This design comes from an exercise in tuning for small area on the open sky130 flow, not from production work. In this exercise RTL edits were held to simulation tests only and were not proved equivalent to the original. Power and IR drop assume default switching activity.

==> design/flow/config.mk <==
export PLATFORM = sky130hd
export DESIGN_NAME = imu_frame_sync
export DESIGN_NICKNAME = imu_frame_sync
export VERILOG_FILES = /design/flow/design.v
export SDC_FILE = /design/flow/constraint.sdc
export NUM_CORES = 4
export LEC_CHECK = 0
export CAP_MARGIN = 20
export CORE_AREA = 5 5 155 155
export DIE_AREA = 0 0 160 160
export SLEW_MARGIN = 20
export BUFFER_PORTS_ARGS = -buffer_cell sky130_fd_sc_hd__buf_1
export PLACE_PINS_ARGS = -min_distance 1 -min_distance_in_tracks
export CTS_ARGS = -sink_clustering_enable -repair_clock_nets -dont_use_dummy_load -buf_list {sky130_fd_sc_hd__clkbuf_8} -sink_clustering_size 20 -sink_clustering_max_diameter 60
export SKIP_REPAIR_TIE_FANOUT = 1
export PRE_RESIZE_TCL = /design/flow/flow/recover.tcl
==> design/flow/constraint.sdc <==
create_clock -name core_clock -period 5.0 [get_ports {clk}]
set_input_delay 1.0000 -clock core_clock [delete_from_list [all_inputs] [get_ports {clk}]]
set_output_delay 1.0000 -clock core_clock [all_outputs]
set_load 0.01 [all_outputs]
==> design/flow/design.v <==
module frame_sync (
    input  wire         clk,
    input  wire         rst,
    input  wire         in_valid,
    input  wire [7:0]   in_data,
    output wire         in_ready,
    output wire         out_valid,
    input  wire         out_ready,
    output wire [287:0] out_frame,
    output wire         desync_evt,
    output wire [15:0]  desync_count
);
    localparam [7:0] SOF      = 8'h24;
    localparam [7:0] EOF      = 8'h23;
    localparam [5:0] IDX_1    = 6'b000001;
    localparam [5:0] LAST_IDX = 6'b100101;
    reg [271:0] body_q;        
    reg [5:0]   idx_q;         
    reg         out_valid_q;
    reg [15:0]  desync_count_q;
    reg         desync_evt_q;
    wire accept  = in_valid && !out_valid_q;
    wire hunting = (idx_q == 6'd0);
    wire at_last = (idx_q == LAST_IDX);
    wire [5:0] idx_step = {idx_q[4:0], idx_q[5] ^ idx_q[4]};
    wire do_start = accept && hunting && (in_data == SOF);
    wire do_fill  = accept && !hunting && !at_last;
    wire do_emit  = accept && at_last && (in_data == EOF);
    wire do_drop  = accept && at_last && (in_data != EOF);
    wire do_take  = out_valid_q && out_ready;
    always @(posedge clk) begin
        if (do_fill)
            body_q <= {in_data, body_q[271:8]};
    end
    always @(posedge clk) begin
        if (rst) begin
            idx_q          <= 6'd0;
            out_valid_q    <= 1'b0;
            desync_count_q <= 16'd0;
            desync_evt_q   <= 1'b0;
        end else begin
            desync_evt_q <= do_drop;
            if (do_start)
                idx_q <= IDX_1;
            else if (do_fill)
                idx_q <= idx_step;
            else if (do_emit || do_drop)
                idx_q <= 6'd0;
            if (do_emit)
                out_valid_q <= 1'b1;
            else if (do_take)
                out_valid_q <= 1'b0;
            if (do_drop && desync_count_q != 16'hFFFF)
                desync_count_q <= desync_count_q + 16'd1;
        end
    end
    assign in_ready     = !out_valid_q;
    assign out_valid    = out_valid_q;
    assign out_frame    = {EOF, body_q, SOF};
    assign desync_evt   = desync_evt_q;
    assign desync_count = desync_count_q;
endmodule
module field_decode (
    input  wire [287:0] frame,
    output wire [15:0]  status_raw,
    output wire [23:0]  gyro_x_raw,
    output wire [23:0]  gyro_y_raw,
    output wire [23:0]  gyro_z_raw,
    output wire [23:0]  acc_x_raw,
    output wire [23:0]  acc_y_raw,
    output wire [23:0]  acc_z_raw,
    output wire [23:0]  acc_hg_x_raw,
    output wire [15:0]  temp_raw,
    output wire [7:0]   sw_version,
    output wire [7:0]   frame_counter,
    output wire [15:0]  checksum_raw
);
    assign status_raw    = frame[55:40];     
    assign gyro_x_raw    = frame[87:64];     
    assign gyro_y_raw    = frame[111:88];    
    assign gyro_z_raw    = frame[135:112];   
    assign acc_x_raw     = frame[159:136];   
    assign acc_y_raw     = frame[183:160];   
    assign acc_z_raw     = frame[207:184];   
    assign acc_hg_x_raw  = frame[231:208];   
    assign temp_raw      = frame[247:232];   
    assign sw_version    = frame[255:248];   
    assign frame_counter = frame[263:256];   
    assign checksum_raw  = frame[279:264];   
endmodule
module status_decode (
    input  wire [15:0] status,
    output wire        high_g_sensor_in_all_axes,
    output wire        acc_x_ok,
    output wire        acc_y_ok,
    output wire        acc_z_ok,
    output wire        gyro_x_ok,
    output wire        gyro_y_ok,
    output wire        gyro_z_ok,
    output wire        sync_signal_exists,
    output wire        normal_mode,
    output wire        bit_mode,
    output wire        fault_mode,
    output wire        gyro_ranges_ok
);
    assign high_g_sensor_in_all_axes = status[4];
    assign acc_x_ok           = ~status[5];
    assign acc_y_ok           = ~status[6];
    assign acc_z_ok           = ~status[7];
    assign gyro_x_ok          = ~status[9];
    assign gyro_y_ok          = ~status[10];
    assign gyro_z_ok          = ~status[11];
    assign sync_signal_exists = ~status[12];
    assign normal_mode        = (status[14:13] == 2'b00);
    assign bit_mode           = status[13];
    assign fault_mode         = (status[14:13] == 2'b11);
    assign gyro_ranges_ok     = ~status[15];
endmodule
module scale_convert (
    input  wire [23:0] gyro_x_raw,
    input  wire [23:0] gyro_y_raw,
    input  wire [23:0] gyro_z_raw,
    input  wire [23:0] acc_x_raw,
    input  wire [23:0] acc_y_raw,
    input  wire [23:0] acc_z_raw,
    input  wire [23:0] acc_hg_x_raw,
    input  wire [15:0] temp_raw,
    output wire [23:0] gyro_x_s,
    output wire [23:0] gyro_y_s,
    output wire [23:0] gyro_z_s,
    output wire [23:0] acc_x_s,
    output wire [23:0] acc_y_s,
    output wire [24:0] acc_z_s,
    output wire [23:0] acc_hg_x_s,
    output wire [15:0] temp_tenths
);
    localparam signed [24:0] ONE_G = 25'sd32768;
    wire [23:0] acc_z_rec;
    srec24 u_gx (.raw(gyro_x_raw),   .value(gyro_x_s));
    srec24 u_gy (.raw(gyro_y_raw),   .value(gyro_y_s));
    srec24 u_gz (.raw(gyro_z_raw),   .value(gyro_z_s));
    srec24 u_ax (.raw(acc_x_raw),    .value(acc_x_s));
    srec24 u_ay (.raw(acc_y_raw),    .value(acc_y_s));
    srec24 u_az (.raw(acc_z_raw),    .value(acc_z_rec));
    srec24 u_hg (.raw(acc_hg_x_raw), .value(acc_hg_x_s));
    assign acc_z_s     = $signed({acc_z_rec[23], acc_z_rec}) - ONE_G;
    assign temp_tenths = temp_raw;
endmodule
module srec24 (
    input  wire [23:0] raw,
    output wire [23:0] value
);
    assign value = raw;
endmodule
module imu_frame_sync (
    input  wire         clk,
    input  wire         rst,
    input  wire         in_valid,
    input  wire [7:0]   in_data,
    output wire         in_ready,
    output wire         out_valid,
    input  wire         out_ready,
    output wire [287:0] out_frame,
    output wire [15:0]  status_raw,
    output wire [23:0]  gyro_x_raw,
    output wire [23:0]  gyro_y_raw,
    output wire [23:0]  gyro_z_raw,
    output wire [23:0]  acc_x_raw,
    output wire [23:0]  acc_y_raw,
    output wire [23:0]  acc_z_raw,
    output wire [23:0]  acc_hg_x_raw,
    output wire [15:0]  temp_raw,
    output wire [7:0]   sw_version,
    output wire [7:0]   frame_counter,
    output wire [15:0]  checksum_raw,
    output wire         high_g_sensor_in_all_axes,
    output wire         acc_x_ok,
    output wire         acc_y_ok,
    output wire         acc_z_ok,
    output wire         gyro_x_ok,
    output wire         gyro_y_ok,
    output wire         gyro_z_ok,
    output wire         sync_signal_exists,
    output wire         normal_mode,
    output wire         bit_mode,
    output wire         fault_mode,
    output wire         gyro_ranges_ok,
    output wire [23:0]  gyro_x_s,
    output wire [23:0]  gyro_y_s,
    output wire [23:0]  gyro_z_s,
    output wire [23:0]  acc_x_s,
    output wire [23:0]  acc_y_s,
    output wire [24:0]  acc_z_s,
    output wire [23:0]  acc_hg_x_s,
    output wire [15:0]  temp_tenths,
    output wire         desync_evt,
    output wire [15:0]  desync_count
);
    frame_sync u_sync (
        .clk          (clk),
        .rst          (rst),
        .in_valid     (in_valid),
        .in_data      (in_data),
        .in_ready     (in_ready),
        .out_valid    (out_valid),
        .out_ready    (out_ready),
        .out_frame    (out_frame),
        .desync_evt   (desync_evt),
        .desync_count (desync_count)
    );
    field_decode u_fields (
        .frame         (out_frame),
        .status_raw    (status_raw),
        .gyro_x_raw    (gyro_x_raw),
        .gyro_y_raw    (gyro_y_raw),
        .gyro_z_raw    (gyro_z_raw),
        .acc_x_raw     (acc_x_raw),
        .acc_y_raw     (acc_y_raw),
        .acc_z_raw     (acc_z_raw),
        .acc_hg_x_raw  (acc_hg_x_raw),
        .temp_raw      (temp_raw),
        .sw_version    (sw_version),
        .frame_counter (frame_counter),
        .checksum_raw  (checksum_raw)
    );
    status_decode u_status (
        .status                    (status_raw),
        .high_g_sensor_in_all_axes (high_g_sensor_in_all_axes),
        .acc_x_ok                  (acc_x_ok),
        .acc_y_ok                  (acc_y_ok),
        .acc_z_ok                  (acc_z_ok),
        .gyro_x_ok                 (gyro_x_ok),
        .gyro_y_ok                 (gyro_y_ok),
        .gyro_z_ok                 (gyro_z_ok),
        .sync_signal_exists        (sync_signal_exists),
        .normal_mode               (normal_mode),
        .bit_mode                  (bit_mode),
        .fault_mode                (fault_mode),
        .gyro_ranges_ok            (gyro_ranges_ok)
    );
    scale_convert u_scale (
        .gyro_x_raw   (gyro_x_raw),
        .gyro_y_raw   (gyro_y_raw),
        .gyro_z_raw   (gyro_z_raw),
        .acc_x_raw    (acc_x_raw),
        .acc_y_raw    (acc_y_raw),
        .acc_z_raw    (acc_z_raw),
        .acc_hg_x_raw (acc_hg_x_raw),
        .temp_raw     (temp_raw),
        .gyro_x_s     (gyro_x_s),
        .gyro_y_s     (gyro_y_s),
        .gyro_z_s     (gyro_z_s),
        .acc_x_s      (acc_x_s),
        .acc_y_s      (acc_y_s),
        .acc_z_s      (acc_z_s),
        .acc_hg_x_s   (acc_hg_x_s),
        .temp_tenths  (temp_tenths)
    );
endmodule
==> design/flow/flow/run.sh <==
#!/bin/bash
# Standard layout, with these changes: ports are buffered with the smallest
# buffer (buf_1) instead of clkdlybuf4s50_1; pins may sit one track apart so
# the die can be small and the placement compact; CTS uses clkbuf_8 with
# larger sink clusters and no dummy loads; constant outputs share one tie
# cell per value; gates with spare slack are downsized before placement's
# repair_design. Each ORFS step keeps its own log under orfs/logs; make's
# full output goes to make.log.
set -euo pipefail
cat >> config.mk <<'EOF'
export BUFFER_PORTS_ARGS = -buffer_cell sky130_fd_sc_hd__buf_1
export PLACE_PINS_ARGS = -min_distance 1 -min_distance_in_tracks
export CTS_ARGS = -sink_clustering_enable -repair_clock_nets -dont_use_dummy_load -buf_list {sky130_fd_sc_hd__clkbuf_8} -sink_clustering_size 20 -sink_clustering_max_diameter 60
export SKIP_REPAIR_TIE_FANOUT = 1
EOF
echo "export PRE_RESIZE_TCL = $PWD/flow/recover.tcl" >> config.mk
bash standard.sh > make.log 2>&1
==> design/flow/flow/recover.tcl <==
# Before placement's repair_design: downsize gates that have timing slack
# to spare (OpenROAD's power recovery). repair_design, which runs next,
# then fixes any slew or capacitance limit this breaks.
estimate_parasitics -placement
set_dont_use $::env(DONT_USE_CELLS)
repair_timing -recover_power 100 -verbose
==> design/flow/standard.sh <==
#!/bin/bash
# synth_recipe.tcl (not shown) runs the flow's synth.tcl, then flattens the netlist and writes it again
# the make line also repeats each setting of config.mk as NAME=value (left out here)
make -C /OpenROAD-flow-scripts/flow DESIGN_CONFIG=/design/flow/config.mk WORK_HOME=/design/flow/orfs CLKGATE_MAP_FILE= SYNTH_SCRIPT=/design/flow/synth_recipe.tcl "${@:-finish}"
==> flow_summary_export.csv, run 1 <==
group,metric,value,unit
synthesis,synthTopCellsByArea,"edfxtp_1 (64%), buf_4 (25%), dfxtp_1 (3.8%)",
cells_and_area,layout.nets,1221,
synthesis,yosys_warnings,1,
sta,setup-violations-final,0,
clock_tree,clock_path_buffers,3,
grt,grtUsageTotal,20.7,%
hold_path,holdPathEnd,"u_sync.body_q[258]$_DFFE_PN_",
grt,grt_pass1_vias,7146,
clock_tree,worstSkewPairLatency,0.54,ns
synthesis,ys_ff_latch,296,
power,vdd_drop_max,0.184,mV
clock_tree,cts_max_level,1,
floorplanning,die_h,160,µm
worst_setup_path,ff2ff_path_depth,7,
grt,grt_antenna_before_repair,0,
synthesis,yosysSeqAreaShare,67.8,%
cells_and_area,multi_input_area,830,µm²
cells_and_area,fillers,1720,
detailed_routing,vias_per_cell,4.91,
outcome,run_status,"complete, no violations",
sta,slew_headroom,36.1,%
floorplanning,core_area,22000,µm²
floorplanning,ios,748,
synthesis,syn_nets,889,
placed_design,port_buffers,731,
detailed_routing,remaining_drc_errors,0,
detailed_routing,drtAntennaViolNets,0,
cells_and_area,design_area,13000,µm²
worst_setup_path,start_kind,"register",
sta,hold_viol,0,
floorplanning,die_w,160,µm
synthesis,syn-cell-area,12800,µm²
hold_path,hold_path_depth,0,
clock_tree,cts_root_buffer,"clkbuf_8",
sta,timing.fmax,314,MHz
detailed_routing,first_pass_iters,5,
synthesis,yosysTopAreaCell,"edfxtp_1",
placed_design,post_dp_cell_area,12700,µm²
detailed_routing,wire_per_inst,19.4,µm
synthesis,syn-instance-count,873,
clock_tree,cts_tree,"built",
floorplanning,fp-row-count,54,
cells_and_area,n_antenna_cell,0,
cells_and_area,layout.area.seq,8650,µm²
worst_setup_path,startpoint,"u_sync.body_q[195]$_DFFE_PN_",
clock_tree,post_cts_buffers,0,
cells_and_area,drive_gt1_share,2.74,%
worst_setup_path,max_stage_delay,0.50,ns
sta,fin_setup_tns,0,ns
clock_tree,cts.sinks,296,
job,maxCapViolations,0,
worst_setup_path,r2r_start,"u_sync.idx_q[4]$_SDFFE_PP0P_",
worst_setup_path,cp_cell_sequence,"nor4_1 -> nand2b_1 -> nor3_1 -> xor2_1 -> buf_1",
clock_tree,clkSlewWorstSetupHoldPaths,0.12,ns
grt,overflow,0,
synthesis,syn_area_per_cell,14.6,µm²
worst_setup_path,critPathRequiredTime,4.00,ns
synthesis,yosys.area.top_type_share,64.0,%
worst_setup_path,cp-end-kind,"primary output",
clock_tree,cts_made_buffers,20,
floorplanning,start_util,58.1,%
cells_and_area,final_cell_mix,"buf_1 (731), edfxtp_1 (272), dfxtp_1 (24)",
sta,clock_skew,0.0599,ns
worst_setup_path,worstSetupPathType,"register to primary output",
hold_path,hp-start,"u_sync.body_q[266]$_DFFE_PN_",
worst_setup_path,r2r_end,"u_sync.body_q[222]$_DFFE_PN_",
sta,rsz0062_at_grt,"false",
cells_and_area,layout_commonest_cell,"buf_1",
detailed_routing,drtIter0Drc,480,
sta,post-route-period-util,63.6,%
worst_setup_path,crit_path_max_fanout,6,
worst_setup_path,arrival,2.18,ns
worst_setup_path,ff2ff_setup_slack,2.12,ns
placed_design,gp_congestion,0.819,
clock_tree,hold_buffers,0,
detailed_routing,routed-via-count,7286,
synthesis,ys_types,38,
hold_path,hold_class,"register to register",
clock_tree,cts_resized,0,
worst_setup_path,crit_slowest_cell,"edfxtp_1",
sta,slew_viol_final,0,
sta,fin_crit,3.18,ns
placed_design,dp_hpwl,22000,µm
power,p_leak,3.98,nW
detailed_routing,wl,28800,µm
power,power.density,286,nW/µm²
floorplanning,dieArea,25600,µm²
grt,grt_pass1_wl,42300,µm
grt,grt_max_degree,51,
cells_and_area,area_growth,2.04,%
sta,tightest_slew,0.958,ns
==> per-layer routing <==
| layer | share of wire [%] | up-vias | global-route usage (%) |
|---|---|---|---|
| li1 | - | 3221 | - |
| met1 | 37 | 3449 | 24.9 |
| met2 | 50 | 535 | 34.9 |
| met3 | 10 | 81 | 7.53 |
| met4 | 2.3 | 0 | 6.88 |
| met5 | 0 | - | 0 |
==> Yosys cell counts <==
library cell / instances
a31oi_1: 1
mux2i_1: 1
buf_2: 1
edfxtp_1: 272
nand4_1: 7
nor4_1: 8
nor3_1: 5
nand3_1: 10
and3_1: 4
o21ai_0: 1
ha_1: 4
mux2_1: 1
nand2b_2: 1
nor4_2: 4
nand2b_1: 1
inv_1: 15
conb_1: 2
or4b_1: 1
nor4b_1: 3
or4_4: 2
nand2_1: 14
and4_1: 1
a22oi_1: 1
clkbuf_1: 4
buf_4: 425
a31o_2: 2
and4b_1: 1
a21oi_1: 9
or3_1: 2
xnor2_1: 12
xor2_1: 5
nor2b_1: 2
a211oi_1: 1
dfxtp_1: 24
or2_2: 1
a2bb2oi_1: 1
nor2_1: 21
and2_1: 3
==> worst max-delay path by stage <==
stage	endpoint	slack [ns]
2_1_floorplan	u_sync.body_q[0]$_DFFE_PN_	1.33
3_3_place_gp	u_sync.body_q[230]$_DFFE_PN_	1.98
3_5_place_dp	u_sync.body_q[230]$_DFFE_PN_	1.53
4_1_cts	acc_z_s[22]	1.78
5_1_grt	acc_z_s[22]	1.62
6_report	acc_z_s[22]	1.82
==> flip-flops by register name (all words and copies together), names as in the netlist <==
register               count
u_sync.desync_evt_q        1
u_sync.body_q            272
u_sync.idx_q               6
u_sync.desync_count_q     16
u_sync.out_valid_q         1
==> cells by family after synthesis <==
family	share of synthesized area, %
AOI/OAI and AO/OA	0.765
xor gates and xnor gates	1.17
adders and majority gates	0.392
buffers and inverters	25.6
DFF	67.8
muxes	0.167
other	0.0589
and+or+nand+nor	4.06
==> where the power goes <==
part           internal [W]  total (W)  switching [W]  leakage (nW)
sequential          0.00266    0.00266     0.00000150          2.64
clock              0.000362    0.00103       0.000672         0.144
combinational    0.00000503  0.0000229      0.0000179          1.20
==> worst max-delay path: cells and delay by family, from the launching register on <==
family	cells	cell delay [ns]
AND/OR/NAND/NOR	3	0.76
flip-flops	1	0.50
buffers and inverters	1	0.19
XOR/XNOR	1	0.18
==> stage by stage <==
step | setup WS, ns | util [%] | std cells | hold slack [ns] | power (W)
finish | 1.82 | 59.3 | 1483 | 0.421 | 0.00372
CTS | 1.78 | 59.3 | 1483 | 0.422 | 0.00377
floorplan | 1.33 | - | 873 | 0.447 | 0.00274
global route | 1.62 | 59.3 | 1483 | 0.413 | 0.00386
global placement | 1.98 | 58.1 | 1462 | 0.428 | 0.00274
detailed placement | 1.53 | 58.0 | 1463 | 0.434 | 0.00274
==> area by class of cell <==
cell class / instances / area share, %
tap: 280 / 2.69
clock buffer: 20 / 2.11
multi-input combinational: 132 / 6.37
timing repair buffer: 740 / 22.0
inverter: 15 / 0.432
sequential: 296 / 66.4
==> run 2: changes to the inputs <==
--- a/design/flow/design.v
+++ b/design/flow/design.v
@@ -30,2 +30,12 @@
     wire do_take  = out_valid_q && out_ready;
+    wire [16:0] count_carry;
+    wire [15:0] count_sum;
+    assign count_carry[0] = do_drop;
+    genvar g;
+    generate
+        for (g = 0; g < 16; g = g + 1) begin : g_count
+            assign count_sum[g]     = desync_count_q[g] ^ count_carry[g];
+            assign count_carry[g+1] = desync_count_q[g] & count_carry[g];
+        end
+    endgenerate
     always @(posedge clk) begin
@@ -52,4 +62,3 @@
                 out_valid_q <= 1'b0;
-            if (do_drop && desync_count_q != 16'hFFFF)
-                desync_count_q <= desync_count_q + 16'd1;
+            desync_count_q <= count_sum | {16{count_carry[16]}};
         end
==> design/flow/flow/run.sh (replaced) <==
#!/bin/bash
# Standard layout, with these changes: ports are buffered with the smallest
# buffer (buf_1) instead of clkdlybuf4s50_1; pins may sit one track apart so
# the die can be small and the placement compact; CTS uses clkbuf_8 with
# larger sink clusters and no dummy loads. Each ORFS step keeps its own log
# under orfs/logs; make's full output goes to make.log.
set -euo pipefail
cat >> config.mk <<'EOF'
export BUFFER_PORTS_ARGS = -buffer_cell sky130_fd_sc_hd__buf_1
export PLACE_PINS_ARGS = -min_distance 1 -min_distance_in_tracks
export CTS_ARGS = -sink_clustering_enable -repair_clock_nets -dont_use_dummy_load -buf_list {sky130_fd_sc_hd__clkbuf_8} -sink_clustering_size 22 -sink_clustering_max_diameter 55
export SKIP_REPAIR_TIE_FANOUT = 1
EOF
bash standard.sh > make.log 2>&1
==> design/flow/config.mk (replaced) <==
export PLATFORM = sky130hd
export DESIGN_NAME = imu_frame_sync
export DESIGN_NICKNAME = imu_frame_sync
export VERILOG_FILES = /design/flow/design.v
export SDC_FILE = /design/flow/constraint.sdc
export NUM_CORES = 4
export LEC_CHECK = 0
export CAP_MARGIN = 20
export CORE_AREA = 5 5 135 135
export DIE_AREA = 0 0 140 140
export SLEW_MARGIN = 20
export BUFFER_PORTS_ARGS = -buffer_cell sky130_fd_sc_hd__buf_1
export PLACE_PINS_ARGS = -min_distance 1 -min_distance_in_tracks
export CTS_ARGS = -sink_clustering_enable -repair_clock_nets -dont_use_dummy_load -buf_list {sky130_fd_sc_hd__clkbuf_8} -sink_clustering_size 22 -sink_clustering_max_diameter 55
export SKIP_REPAIR_TIE_FANOUT = 1
removed: design/flow/flow/recover.tcl
==> flow_summary_export.csv, run 2 <==
group,metric,value,unit
grt,grtUsageTotal,28.4,%
synthesis,synth_xor_area_share,0.485,%
cells_and_area,layout.nets,1209,
cells_and_area,layout_commonest_cell,"buf_1",
placed_design,place_inst,1379,
synthesis,syn_nets,882,
detailed_routing,drtAntennaViolNets,0,
floorplanning,dieArea,19600,µm²
clock_tree,hold_buffers,0,
placed_design,post_dp_cell_area,12600,µm²
detailed_routing,routed-via-count,7434,
detailed_routing,wire_per_inst,21.0,µm
synthesis,synth_ff_type,"edfxtp_1",
clock_tree,cts_made_buffers,18,
clock_tree,worstSkewPairLatency,0.53,ns
synthesis,syn-instance-count,852,
synthesis,ys_types,30,
synthesis,yosys_warnings,1,
synthesis,syn-cell-area,12600,µm²
worst_setup_path,r2r_start,"u_sync.idx_q[4]$_SDFFE_PP0P_",
placed_design,dp_hpwl,23100,µm
detailed_routing,vias_per_cell,5.32,
worst_setup_path,crit_path_max_fanout,15,
floorplanning,start_util,76.2,%
placed_design,gp_congestion,0.838,
sta,clock_skew,0.0307,ns
sta,post-route-period-util,94.7,%
sta,slew_headroom,32.7,%
synthesis,synthTopCellsByArea,"edfxtp_1 (65%), buf_4 (25%), dfxtp_1 (3.8%)",
outcome,run_status,"complete, no violations",
worst_setup_path,critPathRequiredTime,5.36,ns
cells_and_area,top_regs,"u_sync.body_q: 272 flops, u_sync.desync_count_q: 16 flops, u_sync.idx_q: 6 flops",
worst_setup_path,start_kind,"primary input",
worst_setup_path,arrival,5.09,ns
cells_and_area,n_antenna_cell,0,
placed_design,port_buffers,731,
sta,tightest_slew,1.01,ns
clock_tree,cts_root_buffer,"clkbuf_8",
floorplanning,core_area,16600,µm²
grt,grt_pass1_vias,7233,
clock_tree,clkSlewWorstSetupHoldPaths,0.11,ns
clock_tree,cts_tree,"built",
cells_and_area,top_register,"u_sync.body_q",
synthesis,synthArstFlopShare,0,%
synthesis,yosys.area.top_type_share,64.6,%
hold_path,hold_class,"register to register",
cells_and_area,final_cell_mix,"buf_1 (731), edfxtp_1 (272), nor2_1 (38)",
power,vdd_drop_max,0.244,mV
detailed_routing,first_pass_iters,4,
hold_path,hp-start,"u_sync.body_q[14]$_DFFE_PP_",
grt,grt_pass1_wl,43400,µm
clock_tree,clock_path_buffers,3,
cells_and_area,layout.area.seq,8650,µm²
grt,overflow,0,
worst_setup_path,worstSetupPathType,"primary input to register",
power,p_leak,4.06,nW
cells_and_area,stdcell_count,1397,
worst_setup_path,startpoint,"in_data[4]",
synthesis,synth_compound_area_share,0.564,%
synthesis,yosysTopAreaCell,"edfxtp_1",
power,power.density,285,nW/µm²
synthesis,synth-edff-count,272,
sta,fin_crit,4.73,ns
sta,setup-violations-final,0,
sta,hold_viol,0,
synthesis,yosys.area_share.simple,2.78,%
detailed_routing,drtIter0Drc,649,
synthesis,synthAdderAreaFrac,1.78,%
floorplanning,die_h,140,µm
synthesis,synth_mux_area_share,0,%
floorplanning,ios,748,
synthesis,synth_common_cells,"buf_4 (425), edfxtp_1 (272), nor2_1 (39), dfxtp_1 (24), ha_1 (18)",
grt,grt_antenna_before_repair,0,
power,power.total,0.00366,W
sta,rsz0062_at_grt,"false",
grt,grt_max_degree,79,
cells_and_area,design_area,12800,µm²
sta,fin_setup_tns,0,ns
sta,hold_slack,0.452,ns
clock_tree,cts_max_level,1,
synthesis,ys_ff_latch,296,
synthesis,synth_top_family_by_area,"buffers and inverters",
cells_and_area,drive_gt1_share,3.31,%
sta,timing.fmax,211,MHz
floorplanning,fp-row-count,47,
floorplanning,die_w,140,µm
clock_tree,cts_resized,0,
cells_and_area,multi_input_area,757,µm²
clock_tree,post_cts_buffers,0,
sta,slew_viol_final,0,
clock_tree,cts.sinks,296,
synthesis,syn_area_per_cell,14.8,µm²
cells_and_area,largest_reg_flops,272,
synthesis,yosysSeqAreaShare,68.4,%
job,maxCapViolations,0,
worst_setup_path,cp-end-kind,"register",
synthesis,synth_most_common_cell,"buf_4",
cells_and_area,area_growth,1.42,%
detailed_routing,wl,29400,µm
detailed_routing,remaining_drc_errors,0,
cells_and_area,fillers,1038,
==> run 2: cell count changes after synthesis, sizes merged, moves of 4 or more <==
cell and change:
nand2 -5, a21oi -4, nand4 -6, nand3 -5, nor4 -8, xnor2 -9, ha +14, and3 -4
nor2 +18
==> run 2: worst max-delay path: stages <==
cell    delay, ns
buf_1        0.09
or4b_4       0.58
nor4_4       0.24
nor3_1       0.11
ha_2         0.20
ha_1         0.17
ha_1         0.18
ha_1         0.18
ha_1         0.18
ha_1         0.18
ha_2         0.16
ha_2         0.16
ha_2         0.16
ha_2         0.16
ha_2         0.17
ha_2         0.16
ha_2         0.16
ha_2         0.17
ha_2         0.17
and2_1       0.29
nor2_1       0.16
nor2_1       0.05
==> run 2: layout make-up <==
cell class              count  share of cell area, %
inverters                  16                  0.469
repair buffers            737                   22.1
well taps                 220                   2.15
clock buffers              18                   1.93
multi-input cells         110                   5.91
flip-flops and latches    296                   67.5
==> run 2: path summary, 6_finish.rpt <==
path / slack [ns] / to / cells past startpoint
worst min-delay path: 0.45 / u_sync.body_q[6]$_DFFE_PP_ / 0
worst max-delay path: 0.27 / u_sync.desync_count_q[7]$_SDFF_PP0_ / 22
worst max register to register: 0.76 / u_sync.desync_count_q[7]$_SDFF_PP0_ / 22
worst min register to register: 0.45 / u_sync.body_q[6]$_DFFE_PP_ / 0
==> run 2: through the flow <==
stage	worst slack (ns)	utilization, %
2_1_floorplan	-0.814	-
3_3_place_gp	-0.202	75.8
3_5_place_dp	-0.296	75.8
4_1_cts	0.242	77.3
5_1_grt	0.0458	77.3
6_report	0.265	77.3
==> run 2: cell families after synthesis <==
logic type | Yosys count
other | 2
AND/OR/NAND/NOR | 72
XOR/XNOR | 7
flip-flops | 296
buffers and inverters | 446
AO/OA/AOI/OAI | 11
adder cells (fa/ha/maj) | 18
==> run 2: routing by layer <==
layer | global-route usage (%) | part of all wire (%)
met1 | 34.4 | 34
met2 | 45.9 | 50
met3 | 10.8 | 12
met4 | 12.4 | 3.7
met5 | 0 | 0
==> run 2: where the power goes <==
group	leakage, nW	switching, W	internal [W]	total (W)
registers	2.64	0.00000166	0.00266	0.00266
logic	1.29	0.0000193	0.00000591	0.0000252
clock network	0.129	0.000641	0.000328	0.000969
total	4.06	0.000662	0.00299	0.00366

-- re-timing with driven ports --
The flow's constraints put no driver on any port. The routed layouts listed below were extracted and timed again, unchanged, in two steps.
Step 1 (the two cells are an assumption about what drives the block):
set clk [get_ports {clk}]
set_driving_cell -lib_cell sky130_fd_sc_hd__clkbuf_16 $clk
set_driving_cell -lib_cell sky130_fd_sc_hd__buf_2 [delete_from_list [all_inputs] $clk]
Step 2 times the ports against the registers' clock, not the clock port: input delays grow and output delays shrink by t, the midpoint of the rising clock arrivals with the driver on.
a / b / c = ideal / step 1 / step 2; a / b = the first two.
run	t (ns)	slack for setup (ns)	worst register clock-pin slew, ns	cell pins on the clock port's net
run 1	0.548	1.820 / 1.778 / 1.614	0.12 / 0.12	1
run 2	0.547	0.265 / 0.282 / -0.266	0.12 / 0.12	1
Met with ideal ports but missed after step 2: setup timing in run 2. The setup slack of run 2, which loses most, moves by +0.017 ns with the drivers and by -0.531 ns with both steps.
